This is an optimization exercise on Yosys and OpenROAD, whose aim is small area, a short achievable clock period and few clock cycles, not a production implementation. In this exercise RTL edits were held to simulation tests only and were not proved equivalent to the original. Power is estimated from default activity; no workload was simulated.

==> design.v <==
module live_timer #(
    parameter integer NT = 16
) (
    input  wire        clk,
    input  wire        rst,             
    input  wire        cmd_valid,
    input  wire [1:0]  cmd_op,          
    input  wire [3:0]  cmd_slot,
    input  wire [6:0]  cmd_node,
    input  wire [7:0]  cmd_fidx,
    input  wire [31:0] cmd_tmo,
    output wire        cmd_ready,
    output wire        idle,
    output reg         alert_valid,
    output reg  [3:0]  alert_slot,
    output reg  [6:0]  alert_node,
    output reg  [7:0]  alert_fidx,
    output reg         rd_valid,
    output reg  [31:0] rd_rem
);
    localparam [1:0] OP_CONFIG = 2'd0,
                     OP_KICK   = 2'd1,
                     OP_TICK   = 2'd2,
                     OP_READ   = 2'd3;
    reg  [NT-1:0]     slot_act;
    reg  [NT-1:0]     slot_big;
    reg  [6:0]        slot_node [0:NT-1];
    reg  [7:0]        slot_fidx [0:NT-1];
    reg  [30:0]       slot_tmo  [0:NT-1];
    reg  [31:0]       slot_rem  [0:NT-1];
    reg  [NT-1:0]     slot_low;
    reg  [NT-1:0]     slot_tlow;
    reg  [NT-1:0]     pend;           
    reg               ready_q;
    reg               idle_q;
    assign cmd_ready = ready_q;
    assign idle      = idle_q;
    integer i;
    reg  [NT-1:0] c_sel;              
    reg         c_cfg, c_tick, c_read;
    reg  [NT-1:0] c_tk, c_kk;
    reg  [6:0]  c_node;
    reg  [7:0]  c_fidx;
    reg  [31:0] c_tmo;
    reg         c_act, c_big, c_low;
    wire accept   = cmd_valid & ready_q;
    wire in_tick  = accept & (cmd_op == OP_TICK);
    wire in_kick  = accept & (cmd_op == OP_KICK);
    wire [NT-1:0] act_after;
    wire [NT-1:0] kmatch;
    wire          kmatch_c = c_act & (cmd_node == c_node) & (cmd_fidx == c_fidx);
    always @(posedge clk) begin
        if (rst) begin
            c_cfg  <= 1'b0;
            c_tk   <= {NT{1'b0}};
            c_kk   <= {NT{1'b0}};
            c_tick <= 1'b0;
            c_read <= 1'b0;
        end else begin
            c_cfg  <= accept & (cmd_op == OP_CONFIG);
            c_tk   <= {NT{in_tick}} & act_after;
            c_kk   <= {NT{in_kick}} & kmatch;
            c_tick <= in_tick;
            c_read <= accept & (cmd_op == OP_READ);
        end
        for (i = 0; i < NT; i = i + 1)
            c_sel[i] <= (cmd_slot == i);
        c_node <= cmd_node;
        c_fidx <= cmd_fidx;
        c_tmo  <= cmd_tmo;
        c_act  <= ~cmd_tmo[31] & (|cmd_tmo[30:0]);
        c_big  <= ~cmd_tmo[31] & (cmd_tmo[30:0] > 31'd1000);
        c_low  <= ~|cmd_tmo[31:3] & ~(cmd_tmo[2] & (cmd_tmo[1] | cmd_tmo[0]));
    end
    wire do_tick  = c_tick;
    wire do_read  = c_read;
    wire [NT-1:0] neg;
    wire [NT-1:0] neg_next;
    reg           pend_any;           
    wire [NT-1:0] src      = pend_any ? pend : neg;
    wire [NT-1:0] src_low  = src & (~src + 1'b1);
    reg  [3:0]  a_slot;
    reg  [6:0]  a_node;
    reg  [7:0]  a_fidx;
    always @* begin
        a_slot = 4'd0; a_node = 7'd0; a_fidx = 8'd0;
        for (i = 0; i < NT; i = i + 1)
            if (src_low[i]) begin
                a_slot = a_slot | i[3:0];
                a_node = a_node | slot_node[i];
                a_fidx = a_fidx | slot_fidx[i];
            end
    end
    wire [NT-1:0] src_rest  = src & ~src_low;
    wire [NT-1:0] pend_next = pend_any ? (src_rest | (do_tick ? neg : {NT{1'b0}}))
                                       : (do_tick ? src_rest : {NT{1'b0}});
    wire [3:0] ge [0:2];
    genvar q, h;
    generate
        for (q = 0; q < 3; q = q + 1) begin : g_cnt
            wire [NT-1:0] v = (q == 0) ? pend : (q == 1) ? neg : neg_next;
            wire [3:0] gg [0:3];
            for (h = 0; h < 4; h = h + 1) begin : g_grp
                wire a = v[4*h], b = v[4*h+1], c = v[4*h+2], d = v[4*h+3];
                assign gg[h] = {a & b & c & d,
                                (a & b & (c | d)) | (c & d & (a | b)),
                                (a & (b | c | d)) | (b & (c | d)) | (c & d),
                                a | b | c | d};
            end
            wire [3:0] x = gg[0], y = gg[1], u = gg[2], w = gg[3];
            wire [3:0] m0 = {x[3] | y[3] | (x[2] & y[0]) | (x[1] & y[1]) | (x[0] & y[2]),
                             x[2] | y[2] | (x[1] & y[0]) | (x[0] & y[1]),
                             x[1] | y[1] | (x[0] & y[0]),
                             x[0] | y[0]};
            wire [3:0] m1 = {u[3] | w[3] | (u[2] & w[0]) | (u[1] & w[1]) | (u[0] & w[2]),
                             u[2] | w[2] | (u[1] & w[0]) | (u[0] & w[1]),
                             u[1] | w[1] | (u[0] & w[0]),
                             u[0] | w[0]};
            assign ge[q] = {m0[3] | m1[3] | (m0[2] & m1[0]) | (m0[1] & m1[1]) | (m0[0] & m1[2]),
                            m0[2] | m1[2] | (m0[1] & m1[0]) | (m0[0] & m1[1]),
                            m0[1] | m1[1] | (m0[0] & m1[0]),
                            m0[0] | m1[0]};
        end
    endgenerate
    wire [3:0] gp = ge[0], gn = ge[1], gnn = ge[2];
    wire s_ge2 = do_tick ? (gn[1] | (gp[0] & gn[0]) | gp[1]) : gp[1];
    wire s_ge3 = do_tick ? (gn[2] | (gp[0] & gn[1]) | gp[2]) : gp[2];
    wire s_ge4 = do_tick ? (gn[3] | (gp[0] & gn[2]) | gp[3]) : gp[3];
    wire ready_nx = ~s_ge4 & ~(in_tick & (gnn[2] | (s_ge2 & gnn[1]) | (s_ge3 & gnn[0])));
    always @(posedge clk) begin
        if (rst) begin
            pend        <= {NT{1'b0}};
            pend_any    <= 1'b0;
            ready_q     <= 1'b1;
            idle_q      <= 1'b1;
            alert_valid <= 1'b0;
            rd_valid    <= 1'b0;
        end else begin
            pend        <= pend_next;
            pend_any    <= |pend_next;
            ready_q     <= ready_nx;
            idle_q      <= ~|pend_next & ~accept;
            alert_valid <= pend_any | (do_tick & (|neg));
            rd_valid    <= do_read;
        end
        alert_slot <= a_slot;
        alert_node <= a_node;
        alert_fidx <= a_fidx;
        rd_rem     <= rd_mux;
    end
    reg [31:0] rd_mux;
    always @* begin
        rd_mux = 32'd0;
        for (i = 0; i < NT; i = i + 1)
            if (c_sel[i]) rd_mux = rd_mux | slot_rem[i];
    end
    genvar g;
    generate
        for (g = 0; g < NT; g = g + 1) begin : g_slot
            wire        cfg   = c_cfg & c_sel[g];
            wire        kick  = c_kk[g];
            wire        tick  = c_tk[g];
            assign act_after[g] = cfg ? c_act : slot_act[g];
            assign kmatch[g]    = cfg ? kmatch_c
                                      : slot_act[g] & (slot_node[g] == cmd_node) &
                                        (slot_fidx[g] == cmd_fidx);
            wire [30:0] tmo_d = cfg ? c_tmo[30:0] : slot_tmo[g];
            wire        neg_g = slot_rem[g][31];
            wire        ld    = cfg | kick | (tick & neg_g & slot_big[g]);
            wire        s1k   = tick & neg_g & ~slot_big[g];
            wire        in59  = ~|slot_rem[g][31:4] &
                                (slot_rem[g][3] ? ~(slot_rem[g][2] | slot_rem[g][1])
                                                : (slot_rem[g][2] & (slot_rem[g][1] | slot_rem[g][0])));
            wire        low   = slot_low[g];
            wire [32:0] bor;
            assign bor[0] = 1'b0;
            genvar j;
            for (j = 0; j < 32; j = j + 1) begin : g_b
                if (j == 0 || j == 2)
                    assign bor[j+1] = ~slot_rem[g][j] | bor[j];
                else
                    assign bor[j+1] = ~slot_rem[g][j] & bor[j];
            end
            wire [31:0] dflip = {bor[31:1], 1'b0} ^ 32'd5;   
            wire [31:0] x     = slot_rem[g] ^ (dflip & {32{tick}});
            wire [31:0] rem_nx = ld ? {cfg & c_tmo[31], tmo_d} : s1k ? 32'd1000 : x;
            assign neg[g]      = slot_act[g] & neg_g;
            assign neg_next[g] = slot_act[g] & (do_tick ? (~neg_g & low) : neg_g);
            always @(posedge clk) begin
                if (rst)
                    slot_act[g] <= 1'b0;
                else if (cfg)
                    slot_act[g] <= c_act;
                if (cfg) begin
                    slot_big[g] <= c_big;
                    slot_node[g] <= c_node;
                    slot_fidx[g] <= c_fidx;
                    slot_tlow[g] <= c_low;
                end
                if (cfg)
                    slot_low[g] <= c_low;
                else if (kick)
                    slot_low[g] <= slot_tlow[g];
                else if (tick)
                    slot_low[g] <= ~neg_g & in59;
                slot_tmo[g] <= tmo_d;
                slot_rem[g] <= rem_nx;
            end
        end
    endgenerate
endmodule
==> flow/run.sh <==
#!/bin/bash
# Standard layout (the standard.sh: the standard synthesis and ORFS
# flow). The SDC, clock period and I/O constraints are the design's own;
# only how hard the resizer works differs: a tighter setup-repair target
# and cell resizing not limited to the same footprint.
set -euo pipefail
bash standard.sh SETUP_SLACK_MARGIN=6.7 MATCH_CELL_FOOTPRINT=0 finish > standard_flow.log 2>&1
==> standard.sh <==
#!/bin/bash
# synth_recipe.tcl (not shown) runs the flow's synth.tcl, then flattens the netlist and writes it again
# the make line also repeats each setting of config.mk as NAME=value (left out here)
make -C /OpenROAD-flow-scripts/flow DESIGN_CONFIG=/design/flow/config.mk WORK_HOME=/design/flow/orfs CLKGATE_MAP_FILE= SYNTH_SCRIPT=/design/flow/synth_recipe.tcl "${@:-finish}"
==> config.mk <==
export PLATFORM = sky130hd
export DESIGN_NAME = live_timer
export DESIGN_NICKNAME = live_timer
export VERILOG_FILES = /design/flow/design.v
export SDC_FILE = /design/flow/constraint.sdc
export NUM_CORES = 4
export LEC_CHECK = 0
export CAP_MARGIN = 20
export CORE_MARGIN = 2
export CORE_UTILIZATION = 60
export CTS_CLUSTER_DIAMETER = 60
export CTS_CLUSTER_SIZE = 25
export SLEW_MARGIN = 20
export TNS_END_PERCENT = 10
==> constraint.sdc <==
create_clock -name core_clock -period 10.0 [get_ports {clk}]
set_input_delay 2.0000 -clock core_clock [delete_from_list [all_inputs] [get_ports {clk}]]
set_output_delay 2.0000 -clock core_clock [all_outputs]
set_load 0.01 [all_outputs]
==> run notes, run 1 <==
run status=complete, no violations; HP Class=register to register; top_reg_cell synth=dfxtp_1; clock slew seen by the registers of the worst setup and hold paths=90 ps; most frequent cells in the layout=nand2_1, dfxtp_1, xnor2_1; register area=32600 sq um; Power Internal=9.30 mW; Fmax=274 MHz; Multi-input gate area=29000 sq um; Area contributors post-synth=dfxtp_1, edfxtp_1, nand2_1; power per cell area=184 nW/um^2; TritonCTS clock tree=done; GRT Util Overall=49.3%; sw frac=28.6%; routability cong.=1.11; clk latency of the worst-skew pair=770 ps; layout cells sized above 1=7.67%; Syn Area/Cell=8.94 sq um; Worst EP arrival=1650 ps; fin crit share=36.5%; vias in the first global route=50700; Reg2Reg Depth=10; commonest non-fill, non-tap cell in the layout=nand2_1; Remaining DRCs=0; relative slew slack=9.44%; drt wl/cell=32.0 microns; DIE AREA=108000 sq um; worst-case clock buffer depth=3; die height=329 microns; final hold vios=0; Psw=3.73 mW; Mapped Cells=7084; met1 Resource Use GR=64.3%; post-synth top area cell=dfxtp_1; minimum clock period=3650 ps; Hold Buf Count CTS=0; met3 Usage GRT=17.7%; routed vias/inst=6.74; Synth Area in XOR/XNOR=8.88%; pin count of the biggest net entering global routing=55; Detail Route Antenna Nets=0; RSZ-0062 raised after global routing=true; mux share of post-synthesis cell area=0.332%; gr busiest metal=met2; I/O Buffers=110; adder-cell share of the synthesized area=0.490%; area of the core=105000 sq um; Final #Nets=7197; Slowest Stage Delay on Critical Path=550 ps; Final HPWL DP=189 mm; Cell Chain, Critical Path=clkdlybuf4s50_1; first-pass GRT wire length=379 mm; Max VDD drop=0.189 mV; register share of total power=52.9%; r2r setup slk=6450 ps; Netlist Area Pre-Place=63300 sq um; setup TNS=0 ps; sequential fraction of the synthesis area=51.5%; Iteration-0 DRC Markers=9572; HP Start=c_read; post-synthesis compound-gate area fraction=14.3%; async set-reset flop share out of synthesis=0%; Logic pwr share=8.7%; r2r startpoint=slot_rem[6][31]; Startpoint Class=register; CP Capture Type=output port; final setup fails=0; total grt overflow=0; CP bufs+invs=1; largest family of logic cells by synthesized area=simple AND/OR/NAND/NOR gates; Layout Skew=45.7 ps; clock sink total=1485; count of state elements after synthesis=1485; H-tree depth=3; Pins Over Slew Limit=0; initial antenna violation count=30; number of synthesized flops with an enable pin=288; Vias=58100; Clock power frac=38.5%; die width=329 microns; DR pass1 iterations=9; Critical Path RT=8000 ps; Layout Utilization=67.5%; CP Max Fanout=1; post-synth cell types=78; Initial Util=60.3%; worst setup path category=register to output port; root buffer cell=clkbuf_16; Max-Cap Viols=0; CTS Buf Count=109; Worst Hold Path EP=rd_valid; M2 GR Usage=67.3%; FP Rows=119; hold depth=1; Post-Synth Simple-Gate Area=21.6%; Leakage=28.3 nW; area grow syn2layout=12.0%; r2r endpoint=alert_node[3]; fill cell count=8428; Detailed Route WL=276 mm; slowest CP cell=clkdlybuf4s50_1; top-area cell type share of the netlist area=37.9%; I/O pin total=111; post-synth net total=7156; YS warnings=5; Worst-Margin Slew=1360 ps; critical path's top delay family=buffers and inverters
[flip-flops by register name (all words and copies together) (netlist names), 4 cells and up]
| signal | count |
|---|---|
| slot_tlow | 16 |
| slot_rem | 512 |
| c_tk | 16 |
| c_node | 7 |
| c_kk | 16 |
| pend | 16 |
| c_fidx | 8 |
| rd_rem | 32 |
| slot_big | 16 |
| slot_node | 112 |
| alert_slot | 4 |
| alert_node | 7 |
| c_sel | 16 |
| slot_fidx | 128 |
| slot_tmo | 496 |
| slot_low | 16 |
| c_tmo | 32 |
| alert_fidx | 8 |
| slot_act | 16 |
[cells in the mapped netlist, types with 10 or more instances]
master     count
o21ai_0      443
a221oi_1     146
a31oi_1       28
a22oi_1       59
a21o_1        30
o21a_1        28
o2bb2ai_1     15
maj3_1        11
and2_1        30
xor2_1       162
nand4b_1      15
and3_1        11
nand3b_1      14
nand4_1      144
nand2_1     2092
o211ai_1      19
a22o_1       207
or2_2         13
a211o_1       17
ha_1          16
nor2_1       251
a21oi_1       97
nand3_1       51
nor3_1       162
a31o_2        15
clkbuf_1     389
a211oi_1      10
xnor2_1      480
edfxtp_1     288
o32a_1        36
mux2i_1       21
nand2b_1      50
nor2b_1       62
or3_1         55
or4_1         25
buf_1         38
a222oi_1      19
a2bb2oi_1     57
inv_1         40
dfxtp_1     1197
nor4_1       133
[how the worst max path moves through the flow]
stage,startpoint,endpoint,slack (ps),cells past startpoint
2_1_floorplan,cmd_fidx[7],c_kk[11],6570,7
3_3_place_gp,cmd_fidx[1],c_kk[9],5630,8
3_5_place_dp,cmd_fidx[1],c_kk[1],5670,8
4_1_cts,alert_slot[3],alert_slot[3],6330,1
5_1_grt,alert_slot[3],alert_slot[3],6330,1
6_report,alert_slot[3],alert_slot[3],6350,1
[metrics by stage]
stage	area (sq um)	hold slack, ps	setup slack [ps]	power, mW	cells
4_1_cts	69700	445	6330	12.9	8497
3_3_place_gp	65600	428	5630	7.96	8286
3_5_place_dp	65600	426	5670	8.00	8287
6_report	70900	441	6350	13.0	8623
5_1_grt	70900	460	6330	13.3	8610
2_1_floorplan	63400	414	6570	7.42	7084
[final cells by class]
class / instances / share of cell area (%)
timing repair buffer: 370 / 4.65
sequential: 1485 / 46.0
antenna: 13 / 0.0459
multi-input combinational: 5110 / 40.8
inverter: 49 / 0.261
clock buffer: 120 / 4.05
clock inverter: 85 / 1.66
tap: 1391 / 2.46
[metal layers]
layer	share of wire, %	vias to the layer above
met2	39	4566
met4	8.9	18
met3	16	1058
li1	-	24700
met1	36	27800
met5	0.041	-
[worst reg2reg max path, cell delays in order (launching register included)]
cell      delay (ps)
dfxtp_1          840
nand2_1          410
o21ai_0          410
nor4_1            90
nand2b_1         400
nor2_2            90
buf_4            240
a22o_1           310
a211o_1          300
a221oi_1         230
nand4_1          120
[cells by family (layout without fill, tap and decap cells)]
logic type / count (synthesis) / count (layout)
AO/OA/AOI/OAI: 1289 / 1289
XOR/XNOR: 642 / 642
adder cells (fa/ha/maj): 27 / 27
buffers and inverters: 489 / 624
flip-flops: 1485 / 1485
multiplexers: 21 / 21
other: 0 / 13
AND/OR/NAND/NOR: 3131 / 3131
[power by group through the flow]
stage               Combinational (mW)  Clock, mW  Sequential (mW)
floorplan                        0.659          0             6.76
global placement                 0.999          0             6.96
detailed placement                1.02          0             6.97
CTS                               1.03       4.98             6.84
global route                      1.19       5.20             6.88
finish                            1.13       5.01             6.89
[what timing repair did]
action	in CTS	in global routing
buffers inserted	5	107
cloned	0	3
pin swaps	3	6
gates resized for setup	23	71
endpoints found under the setup margin	95	174
Testbench counts, summed over its fixed seeds: cycles 24,044.
==> run 2: changes to the inputs <==
--- a/config.mk
+++ b/config.mk
@@ -7,7 +7,7 @@
 export LEC_CHECK = 0
 export CAP_MARGIN = 20
 export CORE_MARGIN = 2
-export CORE_UTILIZATION = 60
+export CORE_UTILIZATION = 40
 export CTS_CLUSTER_DIAMETER = 60
 export CTS_CLUSTER_SIZE = 25
 export SLEW_MARGIN = 20
==> run 2 against run 1 <==
  * Sequential share of layout area down 0.21 points
  * Via count decreased by 4.0%
  * Combinational power decreased by 4%
  * First-iteration DRC count is 19% lower
  * Utilization decreased by 22 points
  * Sequential power is 0.6% lower
  * Clock skew is 17 ps higher
  * Sequential cell count stayed put
  * Non-clock buffer count fell by 94
  * Worst setup slack got worse by 84 ps
==> run notes, run 2 <==
run status=complete, no violations; Max-Cap Viols=0 (unchanged); Worst EP arrival=4370 ps (+2720 ps); worst setup slack after layout=6260 ps (-84.3 ps); Commonest cells post-synth=nand2_1, dfxtp_1, xnor2_1; Final HPWL DP=189 mm (+0.14%); Pins Over Slew Limit=0 (unchanged); Most flops, register=slot_rem; FP Rows=145 (+22%); r2r setup slk=6260 ps (-190 ps); relative slew slack=20.9% (+11 points); DR pass1 iterations=6 (-3); Fin Hold WS=446 ps (+5.37 ps); CP bufs+invs=0 (-1); most frequent cell after synthesis=nand2_1; area of the core=157000 sq um (+49%); Final Cell Area=71300 sq um (+0.51%); number of synthesized flops with an enable pin=288 (unchanged); Detail Route Antenna Nets=0 (unchanged); biggest registers after layout=slot_rem: 512 flops, slot_tmo: 496 flops, slot_fidx: 128 flops; Max VDD drop=0.147 mV (-22%); Slowest Stage Delay on Critical Path=690 ps (+140 ps); Iteration-0 DRC Markers=7724 (-19%); placed cell area=66500 sq um (+1.3%); final hold vios=0 (unchanged); clk latency of the worst-skew pair=810 ps (+40 ps); top-area cell type share of the netlist area=37.9% (unchanged); initial antenna violation count=20 (-33%); final setup fails=0 (unchanged); Remaining DRCs=0 (unchanged); CP Capture Type=register; power per cell area=185 nW/um^2 (+0.69%); top_reg_cell synth=dfxtp_1; I/O Buffers=110 (unchanged); Area contributors post-synth=dfxtp_1, edfxtp_1, nand2_1; Layout Skew=63.0 ps (+17.2 ps); area grow syn2layout=12.6%; Largest register FFs=512 (unchanged); sequential fraction of the synthesis area=51.5% (unchanged); Worst-Margin Slew=1190 ps (-172 ps); HP Class=register to register; worst-case clock buffer depth=3 (unchanged); CTS Buf Count=116 (+6.4%); YS warnings=5 (unchanged); layout cells sized above 1=7.00% (-0.68 points); critical path's top delay family=simple AND/OR/NAND/NOR gates; post-synth net total=7156 (unchanged); worst setup path category=register to register; vias in the first global route=50400 (-0.66%); most frequent cells in the layout=nand2_1, dfxtp_1, xnor2_1; H-tree depth=3 (unchanged); Final #Nets=7112 (-1.2%); slowest CP cell=dfxtp_1; Critical Path RT=10630 ps (+2630 ps); fin crit share=37.4% (+0.84 points); Startpoint Class=register; minimum clock period=3740 ps (+84.3 ps); routability cong.=1.00 (-9.7%); count of state elements after synthesis=1485 (unchanged); Initial Util=40.4% (-20 points); Mapped Cells=7084 (unchanged); setup TNS=0 ps (unchanged); clock sink total=1485 (unchanged); async set-reset flop share out of synthesis=0% (unchanged); TritonCTS clock tree=done; routed vias/inst=6.06 (-10%); Layout Cells excl Fill=9211 (+6.8%); Fmax=267 MHz (-2.3%); first-pass GRT wire length=378 mm (-0.13%); Hold Buf Count CTS=0 (unchanged); Layout Utilization=45.5% (-22 points); commonest non-fill, non-tap cell in the layout=nand2_1; post-synth top area cell=dfxtp_1; Netlist Area Pre-Place=63300 sq um (unchanged); total design power=13.2 mW (+1.2%); Cell Chain, Critical Path=nand4bb_1, nor3_1, nand2b_1, or3_1, nor4_1, xnor2_1, o21ai_0; CP Max Fanout=10 (+9); total grt overflow=0 (unchanged); post-place setup slack=5630 ps (-32.2 ps); GRT Util Overall=32.3% (-17 points); Syn Area/Cell=8.94 sq um (unchanged); Leakage=28.4 nW (+0.30%); Detailed Route WL=271 mm (-1.7%); die width=402 microns (+22%); Vias=55800 (-4.0%); total placed cells including tap cells=8958 (+8.1%); clock slew seen by the registers of the worst setup and hold paths=80 ps (about the same); I/O pin total=111 (unchanged); RSZ-0062 raised after global routing=true; die height=402 microns (+22%); drt wl/cell=29.4 microns (-8.0%); post-synth cell types=78 (unchanged); DIE AREA=161000 sq um (+49%); root buffer cell=clkbuf_16; pin count of the biggest net entering global routing=55 (unchanged)
-- run 2: cell counts after synthesis --
Identical to the previous run, type by type.
-- run 2: final timing paths --
check | startpoint | endpoint | cells past startpoint
setup / recovery | c_tk[3] | slot_rem[3][30] | 7
hold / removal | slot_tmo[15][12] | slot_tmo[15][12] | 2
setup reg to reg | c_tk[3] | slot_rem[3][30] | 7
hold reg to reg | slot_tmo[15][12] | slot_tmo[15][12] | 2
-- run 2: timing repair --
item,in CTS,in global routing
gates cloned,0,2
endpoints found under the setup margin,120,196
pin swaps,3,7
setup buffers,8,11
resized for setup,61,45
-- run 2: report_power, final --
part,total (mW),internal (mW),leakage (nW),switching [mW]
Clock,5.25,2.56,2.08,2.69
Combinational,1.09,0.402,13.9,0.691
Sequential,6.85,6.44,12.3,0.409
-- run 2: worst register-to-register path, cell delays in order, from the launching register on --
cell and delay [ps]:
dfxtp_1 690, nand4bb_1 430, nor3_1 640, nand2b_1 350, or3_1 550, nor4_1 660, xnor2_1 200, o21ai_0 90
-- run 2: area by class of cell --
type / instances / area, sq um
Antenna cell: 9 / 22.5
Fill cell: 15100 / 85500
Multi-Input combinational cell: 5112 / 29000
Clock buffer: 129 / 3060
Inverter: 49 / 185
Clock inverter: 93 / 1260
Tap cell: 2058 / 2570
Timing Repair Buffer: 276 / 2480
Sequential cell: 1485 / 32700
-- run 2: metal layers --
layer / GRT usage, % / wire (microns) / vias up
met5: 0 / 105 / -
met4: 18.2 / 18400 / 18
met3: 6.63 / 28200 / 691
met2: 48.4 / 116000 / 3203
met1: 43.4 / 109000 / 27300
li1: - / - / 24600
-- run 2: cell families after synthesis --
group,synth area share (%)
AND/OR/NAND/NOR,21.6
flip-flops,51.5
AO/OA/AOI/OAI,14.3
XOR/XNOR,8.88
buffers and inverters,2.96
adder cells (fa/ha/maj),0.490
multiplexers,0.332
==> run 3: changes to the inputs <==
--- a/design.v
+++ b/design.v
@@ -41,7 +41,7 @@
     reg  [NT-1:0] c_tk, c_kk;
     reg  [6:0]  c_node;
     reg  [7:0]  c_fidx;
-    reg  [31:0] c_tmo;
+    reg         c_neg;                
     reg         c_act, c_big, c_low;
     wire accept   = cmd_valid & ready_q;
     wire in_tick  = accept & (cmd_op == OP_TICK);
@@ -67,7 +67,7 @@
             c_sel[i] <= (cmd_slot == i);
         c_node <= cmd_node;
         c_fidx <= cmd_fidx;
-        c_tmo  <= cmd_tmo;
+        c_neg  <= cmd_tmo[31];
         c_act  <= ~cmd_tmo[31] & (|cmd_tmo[30:0]);
         c_big  <= ~cmd_tmo[31] & (cmd_tmo[30:0] > 31'd1000);
         c_low  <= ~|cmd_tmo[31:3] & ~(cmd_tmo[2] & (cmd_tmo[1] | cmd_tmo[0]));
@@ -164,7 +164,7 @@
             assign kmatch[g]    = cfg ? kmatch_c
                                       : slot_act[g] & (slot_node[g] == cmd_node) &
                                         (slot_fidx[g] == cmd_fidx);
-            wire [30:0] tmo_d = cfg ? c_tmo[30:0] : slot_tmo[g];
+            wire        cfg_in = accept & (cmd_op == OP_CONFIG) & (cmd_slot == g);
             wire        neg_g = slot_rem[g][31];
             wire        ld    = cfg | kick | (tick & neg_g & slot_big[g]);
             wire        s1k   = tick & neg_g & ~slot_big[g];
@@ -183,7 +183,7 @@
             end
             wire [31:0] dflip = {bor[31:1], 1'b0} ^ 32'd5;   
             wire [31:0] x     = slot_rem[g] ^ (dflip & {32{tick}});
-            wire [31:0] rem_nx = ld ? {cfg & c_tmo[31], tmo_d} : s1k ? 32'd1000 : x;
+            wire [31:0] rem_nx = ld ? {cfg & c_neg, slot_tmo[g]} : s1k ? 32'd1000 : x;
             assign neg[g]      = slot_act[g] & neg_g;
             assign neg_next[g] = slot_act[g] & (do_tick ? (~neg_g & low) : neg_g);
             always @(posedge clk) begin
@@ -203,7 +203,8 @@
                     slot_low[g] <= slot_tlow[g];
                 else if (tick)
                     slot_low[g] <= ~neg_g & in59;
-                slot_tmo[g] <= tmo_d;
+                if (cfg_in)
+                    slot_tmo[g] <= cmd_tmo[30:0];
                 slot_rem[g] <= rem_nx;
             end
         end
--- a/flow/run.sh
+++ b/flow/run.sh
@@ -4,4 +4,4 @@
 # only how hard the resizer works differs: a tighter setup-repair target
 # and cell resizing not limited to the same footprint.
 set -euo pipefail
-bash standard.sh SETUP_SLACK_MARGIN=6.7 MATCH_CELL_FOOTPRINT=0 finish > standard_flow.log 2>&1
+bash standard.sh SETUP_SLACK_MARGIN=6.8 MATCH_CELL_FOOTPRINT=0 finish > standard_flow.log 2>&1
--- a/config.mk
+++ b/config.mk
@@ -11,4 +11,4 @@
 export CTS_CLUSTER_DIAMETER = 60
 export CTS_CLUSTER_SIZE = 25
 export SLEW_MARGIN = 20
-export TNS_END_PERCENT = 10
+export TNS_END_PERCENT = 100
==> run 3 against run 2 <==
  * First-iteration DRC count down 9.4%
  * Via count down 12%
  * Power up 0.96%
  * Final cell count down 13%
  * Count of clock-buffer cells in the layout down 7
  * Wire length down 9.1%
  * Worst setup slack better by 430 ps
  * Clock skew up 0.75 ps
  * Maximum frequency up 13%
==> run notes, run 3 <==
CP bufs+invs=3 (+3); Mapped Cells=5616 (-21%); most frequent cell after synthesis=edfxtp_1; Fin Hold WS=403 ps (-43.5 ps); Cell Chain, Critical Path=clkdlybuf4s50_1, buf_12, clkbuf_4, xnor2_1, nand4_1, nor4_4, nand2_1, a21oi_2; Largest register FFs=512 (unchanged); most frequent cells in the layout=edfxtp_1, nand2_1, dfxtp_1; area grow syn2layout=17.4%; worst setup path category=input port to register; DR pass1 iterations=9 (+3); total placed cells including tap cells=7603 (-15%); Initial Util=40.3% (-0.041 points); Clock power frac=38.1% (-1.7 points); RSZ-0062 raised after global routing=true; routed vias/inst=6.14 (+1.4%); sw frac=28.1% (-0.61 points); drt wl/cell=30.8 microns (+4.5%); slowest CP cell=clkdlybuf4s50_1; Area contributors post-synth=edfxtp_1, dfxtp_1, xnor2_1; worst-case clock buffer depth=3 (unchanged); Netlist Area Pre-Place=62300 sq um (-1.6%); Logic pwr share=9.2% (+0.9 points); number of synthesized flops with an enable pin=784 (+170%); Worst-Margin Slew=1230 ps (+43.2 ps); Iteration-0 DRC Markers=7001 (-9.4%); post-synth net total=5688 (-21%); Slowest Stage Delay on Critical Path=450 ps (-240 ps); initial antenna violation count=16 (-20%); top_reg_cell synth=edfxtp_1; Max-Cap Viols=0 (unchanged); register area=37000 sq um (+13%); pin count of the biggest net entering global routing=52 (-5.5%); Final #Nets=5939 (-16%); critical path's top delay family=buffers and inverters; die width=399 microns (-0.79%); Leakage=25.0 nW (-12%); Detailed Route WL=247 mm (-9.1%); total grt overflow=0 (unchanged); CP Capture Type=register; Most flops, register=slot_rem; count of state elements after synthesis=1454 (-2.1%); DIE AREA=159000 sq um (-1.6%); setup TNS=0 ps (unchanged); run status=complete, no violations; async set-reset flop share out of synthesis=0% (unchanged); Psw=3.74 mW (-1.2%); post-synth top area cell=edfxtp_1; Final HPWL DP=170 mm (-10%); worst setup slack after layout=6690 ps (+429 ps); I/O pin total=111 (unchanged); Fmax=302 MHz (+13%); top-area cell type share of the netlist area=37.8% (-0.061 points); biggest registers after layout=slot_rem: 512 flops, slot_tmo: 496 flops, slot_fidx: 128 flops; Detail Route Antenna Nets=0 (unchanged); Critical Path RT=10710 ps (+80 ps); GRT Util Overall=30.0% (-2.3 points); Remaining DRCs=0 (unchanged); final setup fails=0 (unchanged); Multi-input gate area=24700 sq um (-15%); clock slew seen by the registers of the worst setup and hold paths=90 ps (about the same); HP Class=register to register; Commonest cells post-synth=edfxtp_1, nand2_1, dfxtp_1; Worst EP arrival=4020 ps (-350 ps); minimum clock period=3310 ps (-429 ps); Syn Area/Cell=11.1 sq um (+24%); TritonCTS clock tree=done; H-tree depth=3 (unchanged); routability cong.=0.984 (-1.8%); clock sink total=1454 (-2.1%); area of the core=154000 sq um (-1.5%); fill cell count=13900 (-7.8%); commonest non-fill, non-tap cell in the layout=edfxtp_1; relative slew slack=17.8% (-3.1 points); CTS Buf Count=112 (-3.4%); first-pass GRT wire length=338 mm (-11%); vias in the first global route=44900 (-11%); sequential fraction of the synthesis area=59.3% (+7.8 points); Max VDD drop=0.165 mV (+12%); Vias=49200 (-12%); CP Max Fanout=7 (-3); Layout Cells excl Fill=8016 (-13%); post-synth cell types=101 (+29%); register share of total power=52.7% (+0.8 points); power per cell area=182 nW/um^2 (-1.6%); final hold vios=0 (unchanged); Layout Skew=63.7 ps (+0.745 ps); Pins Over Slew Limit=0 (unchanged); fin crit share=33.1% (-4.3 points); layout cells sized above 1=14.0% (+7.0 points); FP Rows=144 (-0.69%); Power Internal=9.57 mW (+1.8%); die height=399 microns (-0.79%); Hold Buf Count CTS=0 (unchanged); I/O Buffers=110 (unchanged); root buffer cell=clkbuf_16; clk latency of the worst-skew pair=790 ps (-20 ps); YS warnings=5 (unchanged); Startpoint Class=input port; post-place setup slack=5120 ps (-509 ps)
==> run 3: what timing repair did <==
item | CTS | global route
cloned | 14 | 7
resized for setup | 289 | 157
setup endpoints to repair | 712 | 418
pin swaps | 35 | 18
buffers inserted | 51 | 120
==> run 3: cell families (layout without fill, tap and decap cells) <==
group / after synthesis / in the layout / share of synthesized area, %
multiplexers: 18 / 18 / 0.291
AO/OA/AOI/OAI: 1256 / 1256 / 13.7
AND/OR/NAND/NOR: 1841 / 1855 / 14.6
buffers and inverters: 366 / 703 / 2.36
flip-flops: 1454 / 1454 / 59.3
other: 0 / 5 / 0
XOR/XNOR: 651 / 651 / 9.15
adder cells (fa/ha/maj): 30 / 30 / 0.550
==> run 3: layout make-up <==
class                      instances  share of cell area, %
antenna                            5                 0.0171
clock buffer                     122                   4.00
clock inverter                    92                   1.71
inverter                          64                  0.334
multi-input combinational       3810                   33.8
sequential                      1454                   50.6
tap                             2044                   3.50
timing repair buffer             425                   6.03
==> run 3: power by group through the flow <==
stage / Combinational, mW / Sequential, mW / Clock [mW]
final: 1.22 / 7.02 / 5.08
after global routing: 1.28 / 7.03 / 5.33
after CTS: 1.09 / 6.99 / 5.10
after detailed placement: 1.08 / 7.12 / 0
after global placement: 1.06 / 7.12 / 0
after floorplan: 0.620 / 6.90 / 0
==> run 3: metrics by stage <==
step                      util (%)  power (mW)  instance area [sq um]
after floorplan                  -        7.52                  62700
after global placement        42.7        8.18                  66000
after CTS                     46.2        13.2                  71300
final                         47.4        13.3                  73100
after detailed placement      42.7        8.20                  66000
after global routing          47.4        13.6                  73100
==> run 3: worst paths after layout <==
kind,startpoint,to,slack [ps],depth (start not counted)
worst min-delay path,slot_tmo[2][4],slot_rem[2][4],400,2
worst max-delay path,cmd_fidx[5],c_kk[10],6690,8
worst max register to register,slot_rem[5][20],slot_low[5],6730,5
worst min register to register,slot_tmo[2][4],slot_rem[2][4],400,2
==> run 3: worst reg2reg max path, delay by kind of cell (launching register included) <==
kind / cells / cell delay [ps]
AO/OA/AOI/OAI: 3 / 1430
flip-flops: 1 / 370
AND/OR/NAND/NOR: 2 / 1300
==> run 3: layer usage <==
layer | share of wire (%) | vias up | global-route usage, %
met5 | 0.0037 | - | 0
met1 | 38 | 24300 | 39.4
met2 | 45 | 3037 | 46.4
li1 | - | 21300 | -
met3 | 9.9 | 597 | 5.22
met4 | 6.9 | 2 | 17.7
Testbench counts of run 3, summed over its fixed seeds: cycles 24,044.
==> run 4: changes to the inputs <==
--- a/config.mk
+++ b/config.mk
@@ -7,7 +7,7 @@
 export LEC_CHECK = 0
 export CAP_MARGIN = 20
 export CORE_MARGIN = 2
-export CORE_UTILIZATION = 40
+export CORE_UTILIZATION = 60
 export CTS_CLUSTER_DIAMETER = 60
 export CTS_CLUSTER_SIZE = 25
 export SLEW_MARGIN = 20
==> run 4 against run 3 <==
  * Global-route usage grew 13 points
  * Critical endpoint is now alert_node[3]
  * Largest power group unchanged
  * Highest routed layer unchanged
  * Sequential share of layout area grew 1.3 points
  * Clock power shrank 6.9%
==> run notes, run 4 <==
run status=complete, no violations; total grt overflow=0 (unchanged); Fmax=303 MHz (+0.30%); Area contributors post-synth=edfxtp_1, dfxtp_1, xnor2_1; H-tree depth=3 (unchanged); DIE AREA=106000 sq um (-33%); final setup fails=0 (unchanged); worst-case clock buffer depth=3 (unchanged); relative slew slack=17.4% (-0.36 points); pin count of the biggest net entering global routing=52 (unchanged); TritonCTS clock tree=done; Final HPWL DP=166 mm (-2.5%); commonest non-fill, non-tap cell in the layout=edfxtp_1; CP Max Fanout=16 (+9); fin crit share=33.0% (-0.10 points); I/O Buffers=110 (unchanged); fill cell count=7738 (-44%); power per cell area=181 nW/um^2 (-0.53%); final hold vios=0 (unchanged); GRT Util Overall=43.2% (+13 points); Pins Over Slew Limit=0 (unchanged); post-synth top area cell=edfxtp_1; die width=326 microns (-18%); RSZ-0062 raised after global routing=true; YS warnings=5 (unchanged); minimum clock period=3300 ps (-10.0 ps); Worst EP arrival=3890 ps (-130 ps); most frequent cells in the layout=edfxtp_1, nand2_1, dfxtp_1; biggest registers after layout=slot_rem: 512 flops, slot_tmo: 496 flops, slot_fidx: 128 flops; Reg2Reg Depth=9 (+4); Worst Hold Path EP=slot_rem[9][10]; top-area cell type share of the netlist area=37.8% (unchanged); Layout Skew=57.9 ps (-5.85 ps); Max-Cap Viols=0 (unchanged); sequential fraction of the synthesis area=59.3% (unchanged); Mapped Cells=5616 (unchanged); most frequent cell after synthesis=edfxtp_1; clock sink total=1454 (unchanged); Leakage=24.5 nW (-1.8%); Iteration-0 DRC Markers=7098 (+1.4%); Commonest cells post-synth=edfxtp_1, nand2_1, dfxtp_1; count of state elements after synthesis=1454 (unchanged); vias in the first global route=45000 (+0.39%); number of synthesized flops with an enable pin=784 (unchanged); CP Capture Type=register; Hold Buf Count CTS=0 (unchanged); post-synth cell types=101 (unchanged); Netlist Area Pre-Place=62300 sq um (unchanged); top_reg_cell synth=edfxtp_1; r2r startpoint=slot_act[2]; r2r endpoint=alert_node[3]; Detailed Route WL=237 mm (-3.8%); Critical Path RT=10590 ps (-120 ps); routability cong.=1.03 (+4.8%); drt wl/cell=32.5 microns (+5.8%); Final #Nets=5886 (-0.89%); clock slew seen by the registers of the worst setup and hold paths=90 ps (about the same); post-synth net total=5688 (unchanged); Most flops, register=slot_rem; worst setup path category=register to register; Largest register FFs=512 (unchanged); clk latency of the worst-skew pair=770 ps (-20 ps); root buffer cell=clkbuf_16; initial antenna violation count=6 (-10); Syn Area/Cell=11.1 sq um (unchanged); area grow syn2layout=14.4%; r2r setup slk=6700 ps (-30 ps); FP Rows=118 (-18%); HP Start=slot_tmo[9][10]; HP Class=register to register; CTS Buf Count=104 (-7.1%); async set-reset flop share out of synthesis=0% (unchanged); Worst-Margin Slew=1240 ps (+8.53 ps); Detail Route Antenna Nets=0 (unchanged); Startpoint Class=register; I/O pin total=111 (unchanged); routed vias/inst=6.77 (+10%); area of the core=103000 sq um (-33%); first-pass GRT wire length=326 mm (-3.7%); Remaining DRCs=0 (unchanged); Initial Util=60.4% (+20 points); Max VDD drop=0.218 mV (+32%); layout cells sized above 1=12.5% (-1.5 points); die height=326 microns (-18%); hold depth=2 (unchanged); setup TNS=0 ps (unchanged); Vias=49300 (+0.23%); DR pass1 iterations=8 (-1); total design power=12.9 mW (-3.1%)
==> run 4: cell counts after synthesis <==
No cell type changed its count.
==> run 4: metal layers <==
layer | track usage (%) | share of wire, % | vias to the layer above
li1 | - | - | 21200
met1 | 52.0 | 35 | 24000
met2 | 66.8 | 45 | 3262
met3 | 8.14 | 9.9 | 881
met4 | 37.7 | 11 | 4
met5 | 0 | 0.0080 | -
==> run 4: worst max-delay path by stage <==
stage | startpoint | endpoint | slack [ps] | cells after the start
final | slot_act[2] | alert_node[3] | 6700 | 9
after global routing | pend_any | alert_node[3] | 6710 | 10
after CTS | alert_fidx[4] | alert_fidx[4] | 6770 | 1
after detailed placement | cmd_op[1] | slot_tmo[7][18] | 5150 | 4
after global placement | cmd_op[1] | slot_tmo[7][18] | 5190 | 4
after floorplan | cmd_slot[0] | slot_tmo[2][0] | 6300 | 4
==> run 4: cells by family after synthesis <==
group / share of synthesized area, %
compound gates: 13.7
xor+xnor: 9.15
fa+ha+maj: 0.550
buf+inv: 2.36
flops: 59.3
mux: 0.291
simple gates: 14.6
==> run 4: critical path: stages (launching register included) <==
cell and delay, ps:
dfxtp_2 500, nand2_2 220, o2111ai_4 310, or2_4 230, nor3_4 50, buf_4 220
a222oi_1 880, nand3_1 300, nor3_2 270, nand3_1 130
==> run 4: cell type report <==
| type | instances | area [sq um] | share of cell area, % |
|---|---|---|---|
| well taps | 1380 | 1730 | 2.42 |
| inverters | 64 | 240 | 0.337 |
| flip-flops and latches | 1454 | 37000 | 51.9 |
| clock inverters | 84 | 1120 | 1.57 |
| clock buffers | 114 | 2710 | 3.81 |
| diodes | 5 | 12.5 | 0.0176 |
| multi-input cells | 3812 | 24700 | 34.7 |
| repair buffers | 378 | 3750 | 5.27 |
==> run 4: per-stage QoR <==
stage	util (%)	instances	hold slack (ps)	worst slack (ps)	cell area, sq um
CTS	67.7	7188	421	6770	69900
finish	69.1	7291	410	6700	71300
detailed placement	62.9	6913	427	5150	65000
global route	69.0	7286	458	6710	71300
global placement	62.9	6912	419	5190	64900
floorplan	-	5616	414	6300	62700
==> run 4: where the power goes <==
group | internal [mW] | switching, mW
logic | 0.467 | 0.700
registers | 6.54 | 0.463
clock network | 2.24 | 2.49
total | 9.25 | 3.65
==> run 4: what timing repair did <==
action	4_1_cts	5_1_grt
hold endpoints to repair	0	0
pin swaps	39	24
setup endpoints to repair	665	481
buffers inserted	61	93
cloned	16	2
gates resized for setup	254	132
==> run 5: changes to the inputs <==
--- a/design.v
+++ b/design.v
@@ -38,7 +38,7 @@
     integer i;
     reg  [NT-1:0] c_sel;              
     reg         c_cfg, c_tick, c_read;
-    reg  [NT-1:0] c_tk, c_kk;
+    reg  [NT-1:0] c_kk;
     reg  [6:0]  c_node;
     reg  [7:0]  c_fidx;
     reg         c_neg;                
@@ -46,19 +46,16 @@
     wire accept   = cmd_valid & ready_q;
     wire in_tick  = accept & (cmd_op == OP_TICK);
     wire in_kick  = accept & (cmd_op == OP_KICK);
-    wire [NT-1:0] act_after;
     wire [NT-1:0] kmatch;
     wire          kmatch_c = c_act & (cmd_node == c_node) & (cmd_fidx == c_fidx);
     always @(posedge clk) begin
         if (rst) begin
             c_cfg  <= 1'b0;
-            c_tk   <= {NT{1'b0}};
             c_kk   <= {NT{1'b0}};
             c_tick <= 1'b0;
             c_read <= 1'b0;
         end else begin
             c_cfg  <= accept & (cmd_op == OP_CONFIG);
-            c_tk   <= {NT{in_tick}} & act_after;
             c_kk   <= {NT{in_kick}} & kmatch;
             c_tick <= in_tick;
             c_read <= accept & (cmd_op == OP_READ);
@@ -159,8 +156,7 @@
         for (g = 0; g < NT; g = g + 1) begin : g_slot
             wire        cfg   = c_cfg & c_sel[g];
             wire        kick  = c_kk[g];
-            wire        tick  = c_tk[g];
-            assign act_after[g] = cfg ? c_act : slot_act[g];
+            wire        tick  = do_tick & slot_act[g];
             assign kmatch[g]    = cfg ? kmatch_c
                                       : slot_act[g] & (slot_node[g] == cmd_node) &
                                         (slot_fidx[g] == cmd_fidx);
--- a/flow/run.sh
+++ b/flow/run.sh
@@ -4,4 +4,4 @@
 # only how hard the resizer works differs: a tighter setup-repair target
 # and cell resizing not limited to the same footprint.
 set -euo pipefail
-bash standard.sh SETUP_SLACK_MARGIN=6.8 MATCH_CELL_FOOTPRINT=0 finish > standard_flow.log 2>&1
+bash standard.sh SETUP_SLACK_MARGIN=7.0 MATCH_CELL_FOOTPRINT=0 finish > standard_flow.log 2>&1
==> run 5 against run 4 <==
  * Highest routed layer unchanged
  * Via count up 1.3%
  * Largest cell class unchanged
  * Worst setup slack improved by 110 ps
  * Die area shrank 1.6%
  * Clock skew is 27 ps lower
  * Design area is 0.58% higher
  * Wire length rose by 2.8%
==> run notes, run 5 <==
Detailed Route WL=244 mm (+2.8%); async set-reset flop share out of synthesis=0% (unchanged); Hold Buf Count CTS=0 (unchanged); slowest CP cell=dfxtp_2; vias in the first global route=45600 (+1.2%); layout cells sized above 1=14.7% (+2.2 points); number of synthesized flops with an enable pin=784 (unchanged); Layout Utilization=70.7% (+1.6 points); sequential fraction of the synthesis area=59.8% (+0.47 points); Crit path depth=1 (-8); Fmax=314 MHz (+3.6%); DIE AREA=105000 sq um (-1.6%); RSZ-0062 raised after global routing=true; Iteration-0 DRC Markers=8664 (+22%); metal3 WL=28.2 mm (+21%); setup TNS=0 ps (unchanged); Max VDD drop=0.214 mV (-1.8%); commonest non-fill, non-tap cell in the layout=edfxtp_1; run status=complete, no violations; fill cell count=7304 (-5.6%); Top Metal Used=met5; top_reg_cell synth=edfxtp_1; Leakage=24.9 nW (+1.5%); die width=324 microns (-0.82%); die height=324 microns (-0.82%); most frequent cell after synthesis=edfxtp_1; Vias=49900 (+1.3%); routed vias/inst=6.90 (+2.1%); Pins Over Slew Limit=0 (unchanged); Syn Area/Cell=11.0 sq um (-0.50%); Slowest Stage Delay on Critical Path=340 ps (-540 ps); Commonest cells post-synth=edfxtp_1, nand2_1, dfxtp_1; count of state elements after synthesis=1438 (-1.1%); HP Class=register to register; initial antenna violation count=10 (+4); Worst-Margin Slew=1350 ps (+112 ps); hold depth=1 (-1); Area contributors post-synth=edfxtp_1, dfxtp_1, xnor2_1; Detail Route Antenna Nets=0 (unchanged); Mapped Cells=5551 (-1.2%); Critical Path RT=8000 ps (-2590 ps); area of the core=101000 sq um (-1.7%); critical path's top delay family=flip-flops; DR pass1 iterations=8 (unchanged); Remaining DRCs=0 (unchanged); most frequent cells in the layout=edfxtp_1, nand2_1, dfxtp_1; first-pass GRT wire length=336 mm (+3.2%); clk latency of the worst-skew pair=750 ps (-20 ps); GRT Util Overall=45.8% (+2.7 points); fin crit share=31.9% (-1.1 points); post-synth top area cell=edfxtp_1; Netlist Area Pre-Place=61300 sq um (-1.7%); biggest registers after layout=slot_rem: 512 flops, slot_tmo: 496 flops, slot_fidx: 128 flops; top-area cell type share of the netlist area=38.4% (+0.64 points); worst-case clock buffer depth=3 (unchanged); Final #Nets=5834 (-0.88%); drt wl/cell=33.7 microns (+3.6%); final setup fails=0 (unchanged); CTS Buf Count=112 (+7.7%); total grt overflow=0 (unchanged); Largest register FFs=512 (unchanged); relative slew slack=9.95% (-7.5 points); H-tree depth=3 (unchanged); routed wl met2=107 mm (+0.69%); CP bufs+invs=1 (unchanged); FP Rows=117 (-0.85%); root buffer cell=clkbuf_16; met1 WL=82.4 mm (+0.21%); minimum clock period=3190 ps (-114 ps); Layout Skew=30.5 ps (-27.4 ps); pin count of the biggest net entering global routing=40 (-23%); I/O Buffers=110 (unchanged); Final HPWL DP=164 mm (-1.1%); power per cell area=182 nW/um^2 (+0.64%); Fin Hold WS=429 ps (+18.7 ps); final hold vios=0 (unchanged); post-synth cell types=76 (-25%); post-synth net total=5623 (-1.1%); Worst EP arrival=1190 ps (-2700 ps); YS warnings=5 (unchanged); Max-Cap Viols=0 (unchanged); Cell Chain, Critical Path=buf_6; Most flops, register=slot_rem; worst setup path category=register to output port; worst setup slack after layout=6810 ps (+114 ps); TritonCTS clock tree=done; clock sink total=1438 (-1.1%); post-place setup slack=5070 ps (-71.3 ps); clock slew seen by the registers of the worst setup and hold paths=80 ps (about the same); I/O pin total=111 (unchanged); Reg2Reg Depth=10 (+1); CP Capture Type=output port; area grow syn2layout=17.0%; CP Max Fanout=1 (-15); Startpoint Class=register; Initial Util=60.4% (about the same); routability cong.=1.05 (+2.1%)
==> run 5: changes by cell type after synthesis, moves of 23 or more <==
cell / change
o21ai_1: -46
clkbuf_1: +41
nand3_1: -41
or3_1: +39
a22oi_1: +32
and2_1: +29
o22a_1: -28
nor2_1: +26
nor2b_1: -26
o32a_1: +25
nor4_1: -23
==> run 5: worst register-to-register path, stage by stage (launching register included) <==
cell	delay (ps)
dfxtp_1	560
a222oi_1	420
buf_4	190
nand2_1	110
a211oi_2	330
o22ai_1	120
nor3_1	380
o22ai_1	170
nor3_1	240
a21oi_1	90
nor3_1	280
==> run 5: area by class of cell <==
cell class              count  area (sq um)  area share, %
flip-flops and latches   1438         36700           51.3
multi-input cells        3765         24600           34.4
repair buffers            390          4230           5.91
clock buffers             131          3070           4.28
well taps                1368          1710           2.39
clock inverters            83          1060           1.48
inverters                  54           214          0.298
diodes                      4          10.0         0.0140
repair inverters            1          5.00        0.00698
==> run 5: stage by stage <==
stage / area (sq um) / std cells / total power, mW
2_1_floorplan: 61700 / 5551 / 7.41
3_3_place_gp: 63900 / 6818 / 7.96
3_5_place_dp: 63900 / 6818 / 7.98
4_1_cts: 70700 / 7195 / 12.9
5_1_grt: 71700 / 7230 / 13.3
6_report: 71700 / 7234 / 13.1
==> run 5: kinds of logic (layout without fill, tap and decap cells) <==
kind of cell,count (synthesis),in the layout,share of synthesized area (%)
and+or+nand+nor,1814,1829,14.2
muxes,8,8,0.133
buffers and inverters,363,659,2.27
DFF,1438,1438,59.8
xor gates and xnor gates,621,621,8.88
AOI/OAI and AO/OA,1282,1282,14.2
other,0,4,0
adders and majority gates,25,25,0.474
==> run 5: repair_timing <==
| action | 4_1_cts | 5_1_grt |
|---|---|---|
| cloned | 27 | 3 |
| endpoints found under the setup margin | 934 | 471 |
| setup buffers | 136 | 30 |
| gates resized for setup | 464 | 172 |
| pin swaps | 62 | 30 |
==> run 5: path summary, 6_finish.rpt <==
kind                                        from          endpoint  slack (ps)
worst max-delay path                  rd_rem[22]        rd_rem[22]        6810
worst min-delay path            slot_tmo[13][17]  slot_rem[13][17]         430
worst max register to register  slot_rem[13][31]           ready_q        6980
worst min register to register  slot_tmo[13][17]  slot_rem[13][17]         430
==> run 5: layer usage <==
metal / vias up / track usage, %
met5: - / 0
met4: 6 / 39.8
met3: 938 / 11.4
met2: 3756 / 69.3
met1: 24200 / 54.9
li1: 21000 / -
==> run 5: where the power goes <==
group / switching, mW / internal (mW)
clock network: 2.45 / 2.53
logic: 0.691 / 0.472
registers: 0.445 / 6.47
Testbench counts of run 5, summed over its fixed seeds: cycles 24,044.
==> run 6: changes to the inputs <==
==> flow/run.sh (replaced) <==
#!/bin/bash
# Standard layout (the standard.sh: the standard synthesis and ORFS
# flow). The SDC, clock period and I/O constraints are the design's own;
# only how hard the resizer works differs: a tighter setup-repair target,
# cell resizing not limited to the same footprint, and plain buffers
# (instead of delay cells) on the ports.
set -euo pipefail
bash standard.sh SETUP_SLACK_MARGIN=6.9 MATCH_CELL_FOOTPRINT=0 \
    "BUFFER_PORTS_ARGS=-buffer_cell sky130_fd_sc_hd__buf_4" \
    finish > standard_flow.log 2>&1
--- a/config.mk
+++ b/config.mk
@@ -10,5 +10,5 @@
 export CORE_UTILIZATION = 60
 export CTS_CLUSTER_DIAMETER = 60
 export CTS_CLUSTER_SIZE = 25
-export SLEW_MARGIN = 20
+export SLEW_MARGIN = 60
 export TNS_END_PERCENT = 100
==> run 6 against run 5 <==
  * Sequential share of layout area grew 1.4 points
  * Register-to-register slack lost 50 ps
  * Clock skew is essentially flat
  * Critical path type unchanged
  * Synthesized cell count is the same
  * First-iteration DRC count shrank 17%
  * Hold slack is essentially flat
  * Synthesized area is the same
  * Global-route usage shrank 2.5 points
  * Die area is the same
  * Sequential power is essentially flat
  * Utilization shrank 1.8 points
  * Combinational power shrank about 10%
==> run notes, run 6 <==
run status=complete, no violations; FP Rows=117 (unchanged); H-tree depth=3 (unchanged); Final Cell Area=69800 sq um (-2.6%); root buffer cell=clkbuf_16; Final HPWL DP=164 mm (+0.27%); relative slew slack=50.3% (+40 points); worst setup slack after layout=6770 ps (-39.9 ps); routability cong.=1.07 (+1.6%); number of synthesized flops with an enable pin=784 (unchanged); first-pass GRT wire length=319 mm (-5.1%); layout cells sized above 1=14.4% (-0.34 points); Mapped Cells=5551 (unchanged); biggest registers after layout=slot_rem: 512 flops, slot_tmo: 496 flops, slot_fidx: 128 flops; I/O pin total=111 (unchanged); area of the core=101000 sq um (unchanged); count of state elements after synthesis=1438 (unchanged); clk latency of the worst-skew pair=760 ps (about the same); Vias=48600 (-2.6%); routed vias/inst=6.86 (-0.59%); I/O Buffers=110 (unchanged); post-place setup slack=5940 ps (+867 ps); r2r setup slk=6930 ps (-50 ps); hold depth=2 (+1); Area contributors post-synth=edfxtp_1, dfxtp_1, xnor2_1; Pins Over Slew Limit=0 (unchanged); Leakage=23.8 nW (-4.5%); Critical Path RT=8000 ps (about the same); initial antenna violation count=8 (-2); r2r endpoint=slot_rem[1][21]; Commonest cells post-synth=edfxtp_1, nand2_1, dfxtp_1; CP Max Fanout=2 (+1); Layout Skew=30.0 ps (-0.473 ps); commonest non-fill, non-tap cell in the layout=edfxtp_1; slowest CP cell=dfxtp_4; sequential fraction of the synthesis area=59.8% (unchanged); placed cell area=64300 sq um (+0.68%); r2r startpoint=c_tick; die height=324 microns (unchanged); top-area cell type share of the netlist area=38.4% (unchanged); total design power=13.0 mW (-0.22%); Remaining DRCs=0 (unchanged); Layout Utilization=68.8% (-1.8 points); post-synth cell types=76 (unchanged); critical path's top delay family=flip-flops; minimum clock period=3230 ps (+39.9 ps); Worst Hold Path EP=slot_rem[12][2]; Reg2Reg Depth=9 (-1); fill cell count=7521 (+3.0%); vias in the first global route=44000 (-3.4%); Max-Cap Viols=0 (unchanged); Worst EP arrival=1230 ps (+40 ps); top_reg_cell synth=edfxtp_1; post-synth net total=5623 (unchanged); HP Start=slot_tmo[12][2]; CP bufs+invs=1 (unchanged); YS warnings=5 (unchanged); fin crit share=32.3% (+0.40 points); Syn Area/Cell=11.0 sq um (unchanged); final setup fails=0 (unchanged); DIE AREA=105000 sq um (unchanged); Startpoint Class=register; post-synth top area cell=edfxtp_1; Final #Nets=5687 (-2.5%); Iteration-0 DRC Markers=7203 (-17%); clock slew seen by the registers of the worst setup and hold paths=90 ps (about the same); worst setup path category=register to output port; total grt overflow=0 (unchanged); Most flops, register=slot_rem; CP Capture Type=output port; Cell Chain, Critical Path=buf_6; DR pass1 iterations=9 (+1); Detailed Route WL=230 mm (-5.6%); setup TNS=0 ps (unchanged); Worst-Margin Slew=740 ps (-611 ps); GRT Util Overall=43.3% (-2.5 points); HP Class=register to register; worst-case clock buffer depth=3 (unchanged); Netlist Area Pre-Place=61300 sq um (unchanged); pin count of the biggest net entering global routing=58 (+45%); Slowest Stage Delay on Critical Path=360 ps (+20 ps); Fmax=310 MHz (-1.2%); final hold vios=0 (unchanged); drt wl/cell=32.5 microns (-3.6%); Initial Util=60.4% (unchanged); most frequent cells in the layout=edfxtp_1, nand2_1, dfxtp_1; CTS Buf Count=113 (+0.89%); clock sink total=1438 (unchanged); power per cell area=187 nW/um^2 (+2.4%); die width=324 microns (unchanged); TritonCTS clock tree=done; Largest register FFs=512 (unchanged); area grow syn2layout=14.0%; async set-reset flop share out of synthesis=0% (unchanged); Max VDD drop=0.197 mV (-7.8%); Detail Route Antenna Nets=0 (unchanged); most frequent cell after synthesis=edfxtp_1; RSZ-0062 raised after global routing=true
## run 6: metal layers
layer	GRT usage [%]	vias to the layer above	share of wire (%)
li1	-	20700	-
met1	53.4	23800	35
met2	67.9	3289	45
met3	7.33	867	9.6
met4	34.1	6	10
met5	0	-	0.019
## run 6: worst max-delay path by stage
| stage | startpoint | to | slack, ps | cells past startpoint |
|---|---|---|---|---|
| 3_5_place_dp | cmd_slot[0] | slot_tmo[6][19] | 5940 | 6 |
| 6_report | ready_q | cmd_ready | 6770 | 1 |
| 2_1_floorplan | cmd_slot[0] | slot_tmo[2][0] | 6300 | 4 |
| 4_1_cts | ready_q | cmd_ready | 6760 | 1 |
| 5_1_grt | ready_q | cmd_ready | 6750 | 1 |
| 3_3_place_gp | cmd_op[1] | slot_tmo[11][18] | 5670 | 4 |
## run 6: cell families after synthesis
kind of cell / count (synthesis) / share of synthesized area, %
multiplexers: 8 / 0.133
XOR/XNOR: 621 / 8.88
flip-flops: 1438 / 59.8
AO/OA/AOI/OAI: 1282 / 14.2
buffers and inverters: 363 / 2.27
adder cells (fa/ha/maj): 25 / 0.474
AND/OR/NAND/NOR: 1814 / 14.2
## run 6: what timing repair did
item	CTS	global route
pin swaps	11	12
setup endpoints to repair	259	254
buffers inserted	14	24
hold buffers	0	0
resized for setup	131	85
## run 6: per-stage QoR
stage                     hold WS (ps)  cells
after CTS                          429   7052
after global routing               422   7083
after global placement             416   6774
after detailed placement           421   6823
after floorplan                    414   5551
final                              428   7085
## run 6: layout make-up
type | count | area (sq um) | share of cell area (%)
tap | 1368 | 1710 | 2.45
antenna | 2 | 5.00 | 0.00717
inverter | 54 | 206 | 0.296
timing repair buffer | 258 | 2390 | 3.43
sequential | 1438 | 36800 | 52.7
clock inverter | 92 | 1240 | 1.78
clock buffer | 123 | 2990 | 4.29
multi-input combinational | 3750 | 24500 | 35.1
## run 6: report_power, final
part / leakage, nW / total (mW) / internal [mW] / switching, mW
clock network: 2.05 / 5.07 / 2.51 / 2.56
registers: 12.4 / 6.92 / 6.47 / 0.448
logic: 9.27 / 1.04 / 0.417 / 0.624
total: 23.8 / 13.0 / 9.40 / 3.63
==> run 7: changes to the inputs <==
--- a/flow/run.sh
+++ b/flow/run.sh
@@ -5,6 +5,6 @@
 # cell resizing not limited to the same footprint, and plain buffers
 # (instead of delay cells) on the ports.
 set -euo pipefail
-bash standard.sh SETUP_SLACK_MARGIN=6.9 MATCH_CELL_FOOTPRINT=0 \
+bash standard.sh SETUP_SLACK_MARGIN=7.05 MATCH_CELL_FOOTPRINT=0 \
     "BUFFER_PORTS_ARGS=-buffer_cell sky130_fd_sc_hd__buf_4" \
     finish > standard_flow.log 2>&1
==> run 7 against run 6 <==
  * Still clean on timing, DRC and antenna
  * Final cell count increased by 0.88%
  * Non-clock buffer count rose by 51
  * Synthesized cell count did not move
  * Combinational power rose by 5%
  * Clock skew rose by 16 ps
  * First-iteration DRC count decreased by 2.7%
  * Sequential power hardly changed
  * Maximum frequency fell by 1.1%
  * Power rose by 0.43%
  * Critical path type unchanged
  * Critical endpoint is now alert_node[5]
==> run notes, run 7 <==
run status=complete, no violations; count of state elements after synthesis=1438 (unchanged); total grt overflow=0 (unchanged); CP Capture Type=output port; Post-Synth Simple-Gate Area=14.2% (unchanged); TritonCTS clock tree=done; power per cell area=185 nW/um^2 (-0.94%); Detailed Route WL=236 mm (+2.4%); top_reg_cell synth=edfxtp_1; Most flops, register=slot_rem; Startpoint Class=register; most frequent cell after synthesis=edfxtp_1; Pins Over Slew Limit=0 (unchanged); Logic pwr share=8.3% (+0.3 points); register share of total power=52.8% (-0.3 points); Worst-Margin Slew=659 ps (-81.3 ps); fin crit share=32.6% (+0.37 points); Worst EP arrival=1260 ps (+30 ps); post-synthesis compound-gate area fraction=14.2% (unchanged); post-synth top area cell=edfxtp_1; minimum clock period=3260 ps (+36.7 ps); I/O pin total=111 (unchanged); post-synth net total=5623 (unchanged); async set-reset flop share out of synthesis=0% (unchanged); area grow syn2layout=15.6%; most frequent cells in the layout=edfxtp_1, nand2_1, dfxtp_1; Final HPWL DP=167 mm (+1.5%); clock sink total=1438 (unchanged); Synth Area in XOR/XNOR=8.88% (unchanged); Detail Route Antenna Nets=0 (unchanged); relative slew slack=56.0% (+5.7 points); CP Max Fanout=1 (-1); I/O Buffers=110 (unchanged); initial antenna violation count=11 (+3); FP Rows=117 (unchanged); worst-case clock buffer depth=3 (unchanged); layout cells sized above 1=15.7% (+1.3 points); Largest register FFs=512 (unchanged); largest family of logic cells by synthesized area=compound AO/OA/AOI/OAI gates; Max-Cap Viols=0 (unchanged); mux share of post-synthesis cell area=0.133% (unchanged); pin count of the biggest net entering global routing=40 (-31%); adder-cell share of the synthesized area=0.474% (unchanged); Psw=3.71 mW (+2.2%); H-tree depth=3 (unchanged); final hold vios=0 (unchanged); Netlist Area Pre-Place=61300 sq um (unchanged); number of synthesized flops with an enable pin=784 (unchanged); vias in the first global route=44900 (+2.0%); Commonest cells post-synth=edfxtp_1, nand2_1, dfxtp_1; clk latency of the worst-skew pair=770 ps (about the same); Fmax=307 MHz (-1.1%); Clock power frac=38.8% (about the same); area of the core=101000 sq um (unchanged); RSZ-0062 raised after global routing=true; Final #Nets=5743 (+0.98%); Slowest Stage Delay on Critical Path=390 ps (+30 ps); Remaining DRCs=0 (unchanged); sequential fraction of the synthesis area=59.8% (unchanged); Iteration-0 DRC Markers=7009 (-2.7%); die height=324 microns (unchanged); die width=324 microns (unchanged); Mapped Cells=5551 (unchanged); Power Internal=9.37 mW (-0.26%); routability cong.=1.05 (-1.6%); commonest non-fill, non-tap cell in the layout=edfxtp_1; Vias=48900 (+0.51%); Critical Path RT=8000 ps (about the same); setup TNS=0 ps (unchanged); Initial Util=60.4% (unchanged); CP bufs+invs=1 (unchanged); Cell Chain, Critical Path=buf_6; CTS Buf Count=118 (+4.4%); final setup fails=0 (unchanged); clock slew seen by the registers of the worst setup and hold paths=90 ps (about the same); slowest CP cell=dfxtp_4; critical path's top delay family=flip-flops; Layout Skew=45.8 ps (+15.8 ps); DIE AREA=105000 sq um (unchanged); biggest registers after layout=slot_rem: 512 flops, slot_tmo: 496 flops, slot_fidx: 128 flops; DR pass1 iterations=8 (-1); HP Class=register to register; top-area cell type share of the netlist area=38.4% (unchanged); worst setup path category=register to output port; Area contributors post-synth=edfxtp_1, dfxtp_1, xnor2_1; Syn Area/Cell=11.0 sq um (unchanged); Max VDD drop=0.212 mV (+7.2%); drt wl/cell=33.0 microns (+1.5%); post-synth cell types=76 (unchanged); GRT Util Overall=44.4% (+1.1 points); YS warnings=5 (unchanged); routed vias/inst=6.84 (-0.37%); sw frac=28.4% (+0.50 points); Leakage=24.2 nW (+1.9%); first-pass GRT wire length=327 mm (+2.4%); Fin Hold WS=435 ps (+7.37 ps); root buffer cell=clkbuf_16
## run 7: cell counts after synthesis
Identical to the previous run, type by type.
## run 7: final timing paths
check / start / end / slack [ps] / cells past startpoint
max: alert_node[5] / alert_node[5] / 6740 / 1
min: slot_tmo[0][20] / slot_rem[0][20] / 440 / 2
max reg2reg: c_tick / slot_rem[3][28] / 7020 / 9
min reg2reg: slot_tmo[0][20] / slot_rem[0][20] / 440 / 2
## run 7: power groups by stage
stage	clock network (mW)	registers, mW	logic [mW]
6_report	5.08	6.91	1.09
5_1_grt	5.31	6.92	1.15
4_1_cts	5.08	6.88	1.02
2_1_floorplan	0	6.81	0.600
3_5_place_dp	0	7.01	0.982
3_3_place_gp	0	6.99	0.939
## run 7: cell families (layout without fill, tap and decap cells)
group	count (synthesis)	in the layout
mux	8	8
other cells	0	2
compound gates	1282	1282
xor+xnor	621	621
flops	1438	1438
fa+ha+maj	25	25
buf+inv	363	589
simple gates	1814	1814
## run 7: area by class of cell
type	instances	area [sq um]
Sequential cell	1438	36800
Fill cell	7429	30700
Multi-Input combinational cell	3750	24800
Clock buffer	125	3030
Timing Repair Buffer	309	3010
Tap cell	1368	1710
Clock inverter	101	1240
Inverter	54	209
Antenna cell	2	5.00
## run 7: metrics by stage
stage / std cells / utilization [%] / worst slack, ps / total power [mW] / instance area [sq um]
3_3_place_gp: 6780 / 62.4 / 5680 / 7.93 / 63300
6_report: 7147 / 69.8 / 6740 / 13.1 / 70800
3_5_place_dp: 6836 / 63.5 / 6010 / 7.99 / 64400
5_1_grt: 7145 / 69.8 / 6710 / 13.4 / 70800
2_1_floorplan: 5551 / - / 6300 / 7.41 / 61700
4_1_cts: 7110 / 68.8 / 6750 / 13.0 / 69800
## run 7: routing by layer
metal	global-route usage (%)	part of all wire, %
met5	0	0.023
met2	68.0	45
met3	9.94	10
met1	53.2	35
met4	38.3	10
## run 7: worst reg2reg max path, delay by kind of cell (launching register included)
| kind | cells | cell delay (ps) |
|---|---|---|
| buffers and inverters | 1 | 150 |
| AND/OR/NAND/NOR | 6 | 2150 |
| XOR/XNOR | 1 | 160 |
| AO/OA/AOI/OAI | 1 | 60 |
| flip-flops | 1 | 360 |
## run 7: what timing repair did
action,4_1_cts,5_1_grt
pin swaps,16,33
setup buffers,43,25
hold buffers,0,0
endpoints found under the setup margin,377,351
gates resized for setup,181,110
gates cloned,5,0

separate check: timing with driven ports:
No port has a modelled driver above. Below, the same layouts with a new extraction and two added sets of constraints.
Step 1 sets driving cells, clkbuf_16 on the clock port and buf_2 on the other inputs (assumed; they add their load-dependent delay and slew).
Step 2 also shifts input and output timing later by t, the mid clock arrival at the registers, as if the neighbouring blocks saw the same clock.
Three values: no drivers, after step 1, after step 2; two values: the first two.
run	t, ns	setup WS [ns]	worst register clock-pin slew, ns
run 1	0.823	6.346 / 6.266 / 5.849	0.10 / 0.10
run 2	0.867	6.261 / 6.253 / 5.792	0.09 / 0.09
run 3	0.853	6.691 / 6.661 / 5.904	0.10 / 0.10
run 4	0.816	6.701 / 6.701 / 6.025	0.10 / 0.10
run 5	0.815	6.814 / 6.735 / 6.170	0.10 / 0.10
run 6	0.828	6.774 / 6.693 / 6.086	0.09 / 0.09
run 7	0.827	6.738 / 6.658 / 6.199	0.10 / 0.10
After both steps every run listed still meets setup and hold. The setup slack of run 3, which loses most, moves by -0.030 ns with the drivers and by -0.787 ns with both steps.
